What follows belongs to an exercise in optimizing a design on an open flow for small area, a short achievable clock period and few clock cycles per item; a production flow would make more cautious choices. No functional check of the RTL was part of this run.

## flow/config.mk

```make
export PLATFORM = sky130hd
export DESIGN_NAME = nco_waveform
export DESIGN_NICKNAME = nco_waveform
export VERILOG_FILES = /design/flow/design.v
export SDC_FILE = /design/flow/constraint.sdc
export NUM_CORES = 4
export LEC_CHECK = 0
export CAP_MARGIN = 20
export CORE_MARGIN = 2
export CORE_UTILIZATION = 30
export SLEW_MARGIN = 20
```

## flow/constraint.sdc

```tcl
create_clock -name core_clock -period 22.0 [get_ports {clk}]
set_input_delay 4.4000 -clock core_clock [delete_from_list [all_inputs] [get_ports {clk}]]
set_output_delay 4.4000 -clock core_clock [all_outputs]
set_load 0.01 [all_outputs]
```

## flow/run.sh

```bash
#!/bin/bash
# synth_recipe.tcl (not shown) runs the flow's synth.tcl, then flattens the netlist and writes it again
# the make line also repeats each setting of config.mk as NAME=value (left out here)
make -C /OpenROAD-flow-scripts/flow DESIGN_CONFIG=/design/flow/config.mk WORK_HOME=/design/flow/orfs CLKGATE_MAP_FILE= SYNTH_SCRIPT=/design/flow/synth_recipe.tcl finish
```

## flow/design.v

```verilog
module nco_waveform (
    input  wire        clk,
    input  wire        rst,         
    input  wire        in_valid,
    output wire        in_ready,
    input  wire [31:0] p_in,
    input  wire [31:0] gain_in,
    input  wire [2:0]  wave_in,
    input  wire [31:0] rng_in,
    output wire        out_valid,
    output reg  [31:0] y_out,
    output reg  [31:0] rng_out
);
    localparam [31:0] ONE32    = 32'h3F800000;
    localparam [31:0] MONE32   = 32'hBF800000;
    localparam [31:0] TWO32    = 32'h40000000;
    localparam [31:0] PI_LO32  = 32'h40490FDA;    
    localparam [31:0] TWO_PI32 = 32'h40C90FDB;
    localparam [31:0] NAN32    = 32'h7FC00000;
    localparam [23:0] D_MANT   = 24'hC90FDB;      
    function automatic [31:0] pack32(input s, input signed [11:0] e, input [26:0] m27);
        reg [26:0] m;
        reg [53:0] w;
        reg [11:0] sh;
        reg [23:0] mant;
        reg        g, st, up;
        reg [24:0] mr;
        begin
            if (e >= 1) begin
                mant = m27[26:3]; g = m27[2]; st = |m27[1:0];
                up   = g & (st | mant[0]);
                mr   = {1'b0, mant} + {24'd0, up};
                if (mr[24]) begin
                    if (e + 1 >= 255) pack32 = {s, 8'hFF, 23'd0};
                    else              pack32 = {s, e[7:0] + 8'd1, mr[23:1]};
                end else begin
                    if (e >= 255) pack32 = {s, 8'hFF, 23'd0};
                    else          pack32 = {s, e[7:0], mr[22:0]};
                end
            end else begin
                sh = 12'd1 - e;
                if (sh > 12'd27) sh = 12'd27;
                w    = {m27, 27'd0} >> sh;
                m    = w[53:27];
                mant = m[26:3]; g = m[2]; st = (|m[1:0]) | (|w[26:0]);
                up   = g & (st | mant[0]);
                mr   = {1'b0, mant} + {24'd0, up};
                pack32 = {s, 7'd0, mr[23], mr[22:0]};
            end
        end
    endfunction
    function automatic [5:0] lzc48(input [47:0] v);
        integer k;
        begin
            lzc48 = 6'd48;
            for (k = 0; k < 48; k = k + 1)
                if (v[k]) lzc48 = 6'd47 - k[5:0];
        end
    endfunction
    function automatic [31:0] add32(input [31:0] a, input [31:0] b);
        reg        a_nan, b_nan, a_inf, b_inf, swap, eff_sub;
        reg [31:0] hi_v, lo_v;
        reg [23:0] hi_m, lo_m;
        reg [7:0]  hi_e, lo_e, d;
        reg [4:0]  sh;
        reg [26:0] hi_x, lo_x;
        reg [52:0] lo_w;
        reg [27:0] raw;
        reg [5:0]  lz;
        reg signed [11:0] e;
        reg [47:0] nx;
        begin
            a_nan = (a[30:23] == 8'hFF) && (a[22:0] != 0);
            b_nan = (b[30:23] == 8'hFF) && (b[22:0] != 0);
            a_inf = (a[30:23] == 8'hFF) && (a[22:0] == 0);
            b_inf = (b[30:23] == 8'hFF) && (b[22:0] == 0);
            swap  = (b[30:0] > a[30:0]);
            hi_v   = swap ? b : a;
            lo_v = swap ? a : b;
            hi_m   = {(hi_v[30:23] != 0), hi_v[22:0]};
            lo_m = {(lo_v[30:23] != 0), lo_v[22:0]};
            hi_e   = (hi_v[30:23] == 0) ? 8'd1 : hi_v[30:23];
            lo_e = (lo_v[30:23] == 0) ? 8'd1 : lo_v[30:23];
            d  = hi_e - lo_e;
            sh = (d > 8'd31) ? 5'd31 : d[4:0];
            hi_x   = {hi_m, 3'b000};
            lo_w = {lo_m, 3'b000, 26'd0} >> sh;
            lo_x = {lo_w[52:27], lo_w[26] | (|lo_w[25:0])};
            eff_sub = hi_v[31] ^ lo_v[31];
            raw = eff_sub ? ({1'b0, hi_x} - {1'b0, lo_x})
                          : ({1'b0, hi_x} + {1'b0, lo_x});
            if (raw[27]) begin
                e  = {4'd0, hi_e} + 12'sd1;
                add32 = pack32(hi_v[31], e, {raw[27:2], raw[1] | raw[0]});
            end else begin
                lz = lzc48({raw[26:0], 21'd0});
                e  = {4'd0, hi_e} - {6'd0, lz};
                nx = {raw[26:0], 21'd0} << lz;
                add32 = pack32(hi_v[31], e, nx[47:21]);
            end
            if (a_nan || b_nan || (a_inf && b_inf && (a[31] != b[31])))
                add32 = NAN32;
            else if (a_inf)
                add32 = a;
            else if (b_inf)
                add32 = b;
            else if (raw == 28'd0)
                add32 = {a[31] & b[31], 31'd0};
        end
    endfunction
    function automatic [31:0] mul32(input [31:0] a, input [31:0] b);
        reg        s, a_nan, b_nan, a_inf, b_inf, a_zero, b_zero;
        reg [23:0] am, bm;
        reg [7:0]  ae, be;
        reg [47:0] prod, nx;
        reg [5:0]  lz;
        reg signed [11:0] e;
        begin
            s      = a[31] ^ b[31];
            a_nan  = (a[30:23] == 8'hFF) && (a[22:0] != 0);
            b_nan  = (b[30:23] == 8'hFF) && (b[22:0] != 0);
            a_inf  = (a[30:23] == 8'hFF) && (a[22:0] == 0);
            b_inf  = (b[30:23] == 8'hFF) && (b[22:0] == 0);
            a_zero = (a[30:0] == 0);
            b_zero = (b[30:0] == 0);
            am = {(a[30:23] != 0), a[22:0]};
            bm = {(b[30:23] != 0), b[22:0]};
            ae = (a[30:23] == 0) ? 8'd1 : a[30:23];
            be = (b[30:23] == 0) ? 8'd1 : b[30:23];
            prod = am * bm;
            lz   = lzc48(prod);
            nx   = prod << lz;
            e    = $signed({4'd0, ae}) + $signed({4'd0, be}) - 12'sd126 - $signed({6'd0, lz});
            if (a_nan || b_nan || (a_inf && b_zero) || (b_inf && a_zero))
                mul32 = NAN32;
            else if (a_inf || b_inf)
                mul32 = {s, 8'hFF, 23'd0};
            else if (a_zero || b_zero)
                mul32 = {s, 31'd0};
            else
                mul32 = pack32(s, e, {nx[47:22], |nx[21:0]});
        end
    endfunction
    localparam [3:0] S_IDLE  = 4'd0,
                     S_START = 4'd1,    
                     S_T_SUB = 4'd2,    
                     S_T_R   = 4'd3,    
                     S_T_2R  = 4'd4,    
                     S_V     = 4'd5,    
                     S_GAIN  = 4'd6,    
                     S_DIV   = 4'd7,    
                     S_DIVPK = 4'd8,    
                     S_LFSR  = 4'd9,    
                     S_N_U   = 4'd10,   
                     S_DONE  = 4'd11;
    reg [3:0]  state;
    reg [31:0] p_q, g_q, r_q;
    reg [2:0]  w_q;
    reg [31:0] x_q;              
    reg [25:0] q_q;              
    reg [24:0] dr_q;             
    reg signed [11:0] de_q;      
    reg [4:0]  cnt_q;
    reg [23:0] k_q;              
    assign in_ready  = (state == S_IDLE) || (state == S_DONE);
    assign out_valid = (state == S_DONE);
    wire sq_pos = (p_q <= PI_LO32) || (p_q == TWO_PI32);
    wire g_nan  = (g_q[30:23] == 8'hFF) && (g_q[22:0] != 0);
    reg [31:0] fold_c;
    always @(*) begin
        if (p_q < 32'h40000000)      fold_c = 32'h00000000;    
        else if (p_q < 32'h40800000) fold_c = 32'hC0000000;    
        else if (p_q < 32'h40C00000) fold_c = 32'hC0800000;    
        else                         fold_c = 32'hC0C00000;    
    end
    wire [23:0] p_m   = {(p_q[30:23] != 0), p_q[22:0]};
    wire [7:0]  p_e   = (p_q[30:23] == 0) ? 8'd1 : p_q[30:23];
    wire [5:0]  p_lz  = lzc48({p_m, 24'd0});
    wire [23:0] p_mn  = p_m << p_lz;
    wire        d_ge  = (dr_q >= {1'b0, D_MANT});
    wire [24:0] d_sub = dr_q - {1'b0, D_MANT};
    wire [24:0] d_nxt = d_ge ? d_sub : dr_q;
    reg [31:0] q_f;
    always @(*) begin
        if (q_q[25])
            q_f = pack32(1'b0, de_q, {q_q[25:0], (dr_q != 0)});
        else
            q_f = pack32(1'b0, de_q - 12'sd1, {q_q[24:0], 1'b0, (dr_q != 0)});
        if (q_f > ONE32) q_f = ONE32;                   
    end
    wire [31:0] lfsr_nxt = (r_q >> 1) ^ (r_q[0] ? 32'h80200003 : 32'd0);
    wire [5:0]  k_lz  = lzc48({k_q, 24'd0});
    wire [47:0] k_n   = {k_q, 24'd0} << k_lz;
    wire [31:0] u_f   = (k_q == 24'd0) ? 32'd0
                                       : {1'b0, 8'd126 - {2'd0, k_lz}, k_n[46:24]};
    always @(posedge clk) begin
        if (rst) begin
            state <= S_IDLE;
        end else begin
            case (state)
                S_IDLE, S_DONE: begin
                    if (in_valid) begin
                        p_q   <= p_in;
                        g_q   <= gain_in;
                        w_q   <= wave_in;
                        r_q   <= rng_in;
                        state <= S_START;
                    end else begin
                        state <= S_IDLE;
                    end
                end
                S_START: begin
                    case (w_q)
                        3'd1: begin
                            y_out   <= sq_pos ? g_q : (g_nan ? NAN32 : {~g_q[31], g_q[30:0]});
                            rng_out <= r_q;
                            state   <= S_DONE;
                        end
                        3'd2: begin
                            x_q   <= add32(p_q, fold_c);
                            state <= S_T_SUB;
                        end
                        3'd3: begin
                            dr_q  <= {1'b0, p_mn};
                            q_q   <= 26'd0;
                            de_q  <= $signed({4'd0, p_e}) - $signed({6'd0, p_lz}) - 12'sd2;
                            cnt_q <= 5'd25;
                            state <= S_DIV;
                        end
                        default: begin
                            cnt_q <= 5'd23;
                            k_q   <= 24'd0;
                            state <= S_LFSR;
                        end
                    endcase
                end
                S_T_SUB: begin
                    x_q   <= add32(x_q, MONE32);
                    state <= S_T_R;
                end
                S_T_R: begin
                    x_q   <= add32(ONE32, {1'b1, x_q[30:0]});
                    state <= S_T_2R;
                end
                S_T_2R: begin
                    x_q   <= mul32(TWO32, x_q);
                    state <= S_V;
                end
                S_V: begin
                    x_q   <= add32(x_q, MONE32);
                    state <= S_GAIN;
                end
                S_GAIN: begin
                    y_out   <= mul32(g_q, x_q);
                    rng_out <= r_q;
                    state   <= S_DONE;
                end
                S_DIV: begin
                    q_q  <= {q_q[24:0], d_ge};
                    dr_q <= {d_nxt[23:0], 1'b0};
                    if (cnt_q == 5'd0) begin
                        dr_q  <= d_nxt;
                        state <= S_DIVPK;
                    end else
                        cnt_q <= cnt_q - 5'd1;
                end
                S_DIVPK: begin
                    x_q   <= q_f;
                    state <= S_GAIN;
                end
                S_LFSR: begin
                    r_q <= lfsr_nxt;
                    k_q <= {k_q[22:0], r_q[0]};
                    if (cnt_q == 5'd0) state <= S_N_U;
                    else cnt_q <= cnt_q - 5'd1;
                end
                S_N_U: begin
                    x_q   <= mul32(TWO32, u_f);
                    state <= S_V;
                end
                default: state <= S_IDLE;
            endcase
        end
    end
endmodule
```

==> flow_results.org <==
** Setup path
- Most repeated library cell on the critical path :: a21oi_1
- Slowest CP cell :: a21o_1
- Kind of end point of the critical path :: flip-flop
- Kind of cell with the highest combined delay on the critical path :: compound AO/OA/AOI/OAI gates
- STA puts the critical path data required time at roughly 22000 ps.
- The number of cells on the worst reg-to-reg path is 66.
- CP arrival :: 20100 ps
- The critical path crosses 66 cells after its start point.
- Largest stage delay, worst path :: 710 ps
- Worst path buffer plus inverter count :: 6
- Startpoint types :: flip-flop
- Critical Path Fanout Max :: 38
- The setup path with the least slack is of type flip-flop to flip-flop.

** Cells and area
- The area growth from synthesis to layout is 7.88%.
- Fraction of final layout cells with drive strength greater than 1 :: 0.0664
- The final layout contains 14873 nets.
- Fill cells in the final layout number 36290.

** STA
- Subtracting the final worst setup slack from the clock period gives ~20000 ps.
- At the pin with the least slew margin, the transition time is 1210 ps.
- The clock arrives with 63.0 ps of skew.
- Final-report setup violation count :: 0
- Hold WS :: 442 ps
- Based on the critical path, the design can be clocked at up to 50.7 MHz.
- Setup repair after global routing left no endpoint under its margin.
- Final hold vios :: 0
- Headroom to the max-slew limit came out at 0.185.
- Sum of negative setup slack :: 0 ps
- Fin crit share :: 0.896
- Max-slew violation count :: 0

** Floorplan
- The floorplan has between 200 and 250 rows.
- The die covers 341000 µm².
- Effective utilization at floorplan :: 0.302
- Die X-Extent :: 584 µm
- During I/O placement, the number of pins put on the boundary was 168.
- Placeable Area :: 334000 µm²
- Vertical extent of the die :: 584 µm

** Synthesis
- Primary flip-flop cell chosen by synthesis mapping :: edfxtp_1
- The synthesized design spends more area on one cell type than any other, namely fa_1.
- Portion of the post-synthesis area used by sequential elements :: 0.0857
- The cell area that synthesis handed to floorplanning was 101000 µm².
- Mean cell area of the mapped netlist :: slightly above 7 µm²
- Count of flip-flops with a built-in enable after synthesis :: 285
- In this run, synthesis produced a sequential element count of ~290.
- For this run, the number of Yosys warnings is 1.
- Area share of the largest cell type after synthesis :: 0.0979
- After synthesis, the cell types taking the most area are fa_1 (9.8%), edfxtp_1 (8.5%), ha_1 (5.8%).
- Share of flip-flops with an asynchronous set or reset :: 0
- Synthesis instantiated about 140 different standard cells from the library.
- Count of mapped cells out of synthesis :: ~14000

** CTS
- Clock tree from TritonCTS :: done
- The H-tree was split into 2 levels.
- In this run the deepest clock path goes through 3 buffers.
- The cell sitting at the root of the clock tree is a clkbuf_16.
- Resized cells post-CTS :: 0
- The number of setup buffers added after CTS is 0.
- For this design, the sink count on the clock tree is 289.
- In this run, post-CTS hold repair placed 0 buffers.
- After clock tree synthesis, the clock-pin slew on the worst setup and hold paths is 60 ps.
- Clock tree synthesis inserted a total of 42 buffers.
- The later pin in the worst-skew pair is clocked with a latency of between 700 and 800 ps.

** GRT
- Combined global-route utilization of all metal layers :: 0.265
- The initial antenna violation count was 20.
- Entering global routing, the biggest net connects just over 70 pins.
- First-pass GRT wire length :: 702 mm
- Overflow after GRT :: 0
- Via count of the first global-routing pass :: roughly 110k

** Detailed routing
- Avg WL per Cell :: 25.9 µm
- For this block, the initial DRC count from the detailed router was 13704.
- Number of routed nets with antenna violations :: 0
- Summing over every cut layer, the via total after detailed routing is 113327.
- After detailed routing, the number of vias per cell comes to about 6.2.
- The routed design has 473 mm of wire.
- TritonRoute pass-1 iters :: 7
- In the routed design, unresolved DRC markers number 0.

** Hold path
- Counting instances, the worst hold path has a depth of 0.
- The tightest min-delay check is of the flip-flop to flip-flop type.

** Placed design
- Detailed-placement wirelength estimate :: between 300 and 400 mm
- Gpl congestion :: 1.01
- Count of buffers from port buffering :: 167

** Run status
- The run finished with no timing, DRC or antenna violations.

** Flow run
- Max cap viols :: 0
-- placed cells by master (no fill, tap or decap), types with 206 or more instances in the layout --
cell	n
nor2_1	1325
edfxtp_1	285
a21oi_1	941
a211oi_1	206
nor3_1	477
and2_1	725
xor2_1	224
ha_1	463
nand3_1	468
buf_4	359
mux2i_1	506
o21ai_0	739
inv_1	859
nand2_1	1441
fa_1	491
xnor2_1	406
-- state kept, by name (all words and copies together), names as in the netlist --
name and cells:
q_q 26, de_q 10, r_q 32, cnt_q 5, w_q 3, k_q 24, state 4, g_q 32
x_q 32, rng_out 32, dr_q 25, y_out 32, p_q 32
-- stage by stage --
step           utilization  std cells  instance area (µm²)  setup slack (ps)
2_1_floorplan            -      14208               101000              4790
6_report             0.326      18236               109000              2280
3_5_place_dp         0.321      18154               107000              2880
3_3_place_gp         0.321      18153               107000              2790
5_1_grt              0.325      18233               109000              1200
4_1_cts              0.325      18230               109000              2760
-- synth_stat cells (158+ instances only) --
master       n
a211oi_1   208
a21o_1     158
a21oi_1    949
a31oi_1    199
and2_1     725
clkbuf_1   763
edfxtp_1   285
fa_1       493
ha_1       464
inv_1      859
mux2i_1    506
nand2_1   1441
nand3_1    468
nand4_1    175
nor2_1    1335
nor3_1     483
o211ai_1   196
o21ai_0    741
xnor2_1    411
xor2_1     226
-- logic make-up after synthesis --
logic type	share of synthesized area
AND/OR/NAND/NOR	0.278
AO/OA/AOI/OAI	0.279
buffers and inverters	0.0725
adder cells (fa/ha/maj)	0.156
multiplexers	0.0733
XOR/XNOR	0.0559
flip-flops	0.0857
other	0.0000745
-- cell type report --
class	instances	area [µm²]	share of cell area
Multi-Input combinational cell	12059	85300	0.785
Sequential cell	289	8640	0.0795
Tap cell	4387	5490	0.0505
Timing Repair Buffer	529	4420	0.0407
Inverter	893	3350	0.0308
Clock buffer	51	1110	0.0102
Clock inverter	25	385	0.00355
Antenna cell	3	7.51	0.0000691
-- path summary, 6_finish.rpt --
path,start,endpoint,slack [ps]
worst max-delay path,p_q[24],x_q[15],2280
worst min register to register,r_q[20],rng_out[20],440
worst min-delay path,r_q[20],rng_out[20],440
worst max register to register,p_q[24],x_q[15],2280
-- routing by layer --
metal | GRT usage | routed length, µm | part of all wire
met1 | 0.338 | 191000 | 0.40
met2 | 0.434 | 216000 | 0.46
met3 | 0.0395 | 38300 | 0.081
met4 | 0.135 | 27900 | 0.059
met5 | 0.00241 | 176 | 0.00037

## static timing again, ports no longer ideal
Ports are ideal in the flow. The routed layout listed here was re-timed in OpenROAD.
Step 1 (the two cells are an assumption about what drives the block):
set clk [get_ports {clk}]
set_driving_cell -lib_cell sky130_fd_sc_hd__clkbuf_16 $clk
set_driving_cell -lib_cell sky130_fd_sc_hd__buf_2 [delete_from_list [all_inputs] $clk]
Step 2 times the ports against the registers' clock, not the clock port: input delays grow and output delays shrink by t, the midpoint of the rising clock arrivals with the driver on.
a / b / c = no drivers / after step 1 / after step 2; a / b = the first two.
shift t [ns]: 0.803
slack for setup (ns): 2.283 / 2.283 / 2.283
worst setup path after step 2: register to register
worst slew at a driven data input, ns: 0.08
pins driven straight from the clock port: 1
After both steps this run still meets setup and hold. For this run, drivers alone change the setup slack by 0.000 ns; drivers and shift together by 0.000 ns.
